Source: an optimization exercise on an open RTL-to-GDS flow (aim: small area). Production flows keep margins and buffers that such runs may drop.
At most, simulation tests tie the RTL to the original design; equivalence was not proved.
Power and IR drop assume default switching activity.

== old ==
Design simpleos_core, start of the top module:
module simpleos_core (
    input  wire        clk,
    input  wire        rst,           
    output wire        mem_req,
    output wire        mem_we,
    output wire [10:0] mem_addr,
    output wire [31:0] mem_wdata,
    input  wire        mem_ack,
    input  wire [31:0] mem_rdata,
    input  wire [6:0]  rnd_value,
    output wire        rnd_take,
    output wire        out_valid,
    output wire [1:0]  out_port,
    output wire [31:0] out_data,
    output wire        anom_valid,
    output wire [31:0] anom_pc,
    output wire [31:0] anom_op,
    output wire        halted,
    output wire [1:0]  halt_code,     
    output wire [31:0] halt_addr,
    output wire [31:0] reg_ac,
    output wire [31:0] reg_x,
    output wire [31:0] reg_y,
    output wire [31:0] reg_sp,
    output wire [31:0] reg_pc,
    output wire [31:0] reg_ir,
    output wire        reg_mode       
);
Size in the first run: ~1200 cells after synthesis, about 13000 um^2 of cells after synthesis.
Settings: LEC_CHECK=0, CAP_MARGIN=20, CORE_MARGIN=2, CORE_UTILIZATION=40, PLACE_DENSITY=0.6, SLEW_MARGIN=20; clock period 7.0 ns.
run.sh (not shown) runs the stock make flow with config.mk's settings and CLKGATE_MAP_FILE= SYNTH_SCRIPT=/design/flow/synth_recipe.tcl, a recipe that flattens the netlist after the stock synthesis.
old: flow completed, timing, DRC and antenna clean
The following lists how new was set up differently from old:
# old
export LEC_CHECK = 0
export CAP_MARGIN = 20
export CORE_MARGIN = 2
export CORE_UTILIZATION = 40
export PLACE_DENSITY = 0.6
export SLEW_MARGIN = 20
create_clock -name core_clock -period 7.0 [get_ports {clk}]
# new
export LEC_CHECK = 0
export CAP_MARGIN = 20
export CORE_MARGIN = 2
export CORE_UTILIZATION = 40
export CTS_BUF_LIST = sky130_fd_sc_hd__clkbuf_4
export PLACE_DENSITY = 0.6
export SLEW_MARGIN = 20
create_clock -name core_clock -period 7.0 [get_ports {clk}]
==> flow/flow/run.sh (new file) <==
#!/bin/bash
# The standard ORFS layout, with the smallest buffer on every port instead of
# the delay-cell buffers buffer_ports picks by default.
set -euo pipefail
export BUFFER_PORTS_ARGS="-buffer_cell sky130_fd_sc_hd__buf_1"
bash standard.sh > standard.log 2>&1
==> flow/standard.sh (new file) <==
#!/bin/bash
# synth_recipe.tcl (not shown) runs the flow's synth.tcl, then flattens the netlist and writes it again
# the make line also repeats each setting of config.mk as NAME=value (left out here)
make -C /OpenROAD-flow-scripts/flow DESIGN_CONFIG=/design/flow/config.mk WORK_HOME=/design/flow/orfs CLKGATE_MAP_FILE= SYNTH_SCRIPT=/design/flow/synth_recipe.tcl "${@:-finish}"
removed: flow/run.sh
### Flow results
- Between new and old, the difference in cell count after placement is negligible.
- The fraction of standard cell area that is sequential of new exceeds that of old by 6.4 points.
- The count of inserted antenna diode cells reported for new is greater than that of old by 1.
- Signed area change from the synthesized netlist to the final layout in new vs old: down 20 points
- Compared to old, new has setup slack 0.088 ns lower.
- Going from old to new, the global-route usage was found to have gone down by 1.5 points.
- In new relative to old, wire length reported by the detailed router had gone down by a few percent.
- Maximum fanout along the worst path, new and old: smaller value in new
- Power dissipated in combinational cells down about 22% in new wrt old
- old → new: utilization after layout saw a decrease, register-to-register slack saw a decrease.
Function was not checked in any run of this note: the RTL went through the layout flow alone.

* * *

Another version of the RTL of simpleos_core (not shown whole).
Size: ~1100 cells after synthesis, roughly 13000 um^2 of cells after synthesis.
==> flow/config.mk <==
export PLATFORM = sky130hd
export DESIGN_NAME = simpleos_core
export DESIGN_NICKNAME = simpleos_core
export VERILOG_FILES = /design/flow/design.v
export SDC_FILE = /design/flow/constraint.sdc
export NUM_CORES = 4
export LEC_CHECK = 0
export CAP_MARGIN = 20
export CORE_MARGIN = 2
export CORE_UTILIZATION = 50
export PLACE_DENSITY = 0.65
export SLEW_MARGIN = 20
==> flow/constraint.sdc <==
create_clock -name core_clock -period 7.0 [get_ports {clk}]
set_input_delay 1.4000 -clock core_clock [delete_from_list [all_inputs] [get_ports {clk}]]
set_output_delay 1.4000 -clock core_clock [all_outputs]
set_load 0.01 [all_outputs]
standard.sh (not shown) runs the stock make flow with config.mk's settings and CLKGATE_MAP_FILE= SYNTH_SCRIPT=/design/flow/synth_recipe.tcl, a recipe that flattens the netlist after the stock synthesis.
==> flow/flow/run.sh <==
#!/bin/bash
# The standard ORFS layout with two changes that only pick smaller cells:
#  - every port gets the smallest buffer (buf_1) instead of the delay-cell
#    buffer buffer_ports picks by default;
#  - the clock tree uses clkbuf_8 in clusters of up to 18 sinks, without
#    dummy loads.
set -euo pipefail
export BUFFER_PORTS_ARGS="-buffer_cell sky130_fd_sc_hd__buf_1"
export CTS_ARGS="-sink_clustering_enable -repair_clock_nets -dont_use_dummy_load -buf_list sky130_fd_sc_hd__clkbuf_8 -sink_clustering_size 18 -sink_clustering_max_diameter 80"
bash standard.sh > standard.log 2>&1
==> next run, changes <==
==> flow/flow/run.sh (replaced) <==
#!/bin/bash
# The standard ORFS layout with changes that only pick smaller cells:
#  - every port gets the smallest buffer (buf_1) instead of the delay-cell
#    buffer buffer_ports picks by default;
#  - the clock tree uses clkbuf_8 in clusters of up to 18 sinks, without
#    dummy loads;
#  - after global routing, ORFS's power recovery downsizes gates that have
#    slack to spare, and flow/post_grt.tcl then repairs any slew or
#    capacitance limit that broke.
# Each tool's output is in standard.log and under orfs/logs.
set -euo pipefail
export BUFFER_PORTS_ARGS="-buffer_cell sky130_fd_sc_hd__buf_1"
export CTS_ARGS="-sink_clustering_enable -repair_clock_nets -dont_use_dummy_load -buf_list sky130_fd_sc_hd__clkbuf_8 -sink_clustering_size 18 -sink_clustering_max_diameter 80"
# downsize gates that have slack to spare, then repair what that breaks
export RECOVER_POWER=100
export POST_GLOBAL_ROUTE_TCL="$PWD/flow/post_grt.tcl"
bash standard.sh > standard.log 2>&1
==> flow/flow/post_grt.tcl (new file) <==
# After ORFS's power recovery (which downsizes gates off the critical paths),
# repair any slew or capacitance limit the downsizing broke, then re-route
# the nets that changed.
global_route -start_incremental
repair_design_helper
detailed_placement
global_route -end_incremental
estimate_parasitics -global_routing
report_check_types -max_slew -max_capacitance -violators
report_worst_slack -max
The changed run went through all stages and came out clean.
Sequential cell count is unchanged.
Critical path depth is unchanged.
Via count shrinks by 0.82%.
Cell count hardly moves.
Register-to-register slack got worse by 0.22 ns.
Cell area fell by 0.44%.
Worst hold slack barely changes.
Total power goes down by 0.35%.
Routed wire length stays flat.
Combinational power is about the same.

-- port drivers added, routing unchanged --
In the flow no input, the clock included, has a driving cell. The finished layouts below were timed again as built, in two steps. Step 1 assumes that a clkbuf_16 drives the clock port and a buf_2 every other input. Step 2 adds t to the input delays and takes it off the output delays; t is the mean of the earliest and latest rising clock arrival at the registers after step 1. Input paths then give back, and output paths get back, about the clock's delay inside the block. a / b / c = no drivers / after step 1 / after step 2; a / b = the first two.
| run | t, ns | setup slack, ns | worst setup path after step 2 | worst register clock-pin slew, ns | pins driven straight from the clock port |
|---|---|---|---|---|---|
| old | 0.593 | 0.568 / 0.568 / 0.568 | register to register | 0.07 / 0.07 | 1 |
| new | 0.749 | 0.480 / 0.480 / 0.480 | register to register | 0.08 / 0.08 | 1 |
| the first run of note 2 | 0.541 | 0.751 / 0.751 / 0.751 | register to register | 0.12 / 0.12 | 1 |
| the second run of note 2 | 0.543 | 0.535 / 0.535 / 0.535 | register to register | 0.12 / 0.12 | 1 |
After both steps setup and hold are still met in every run listed.
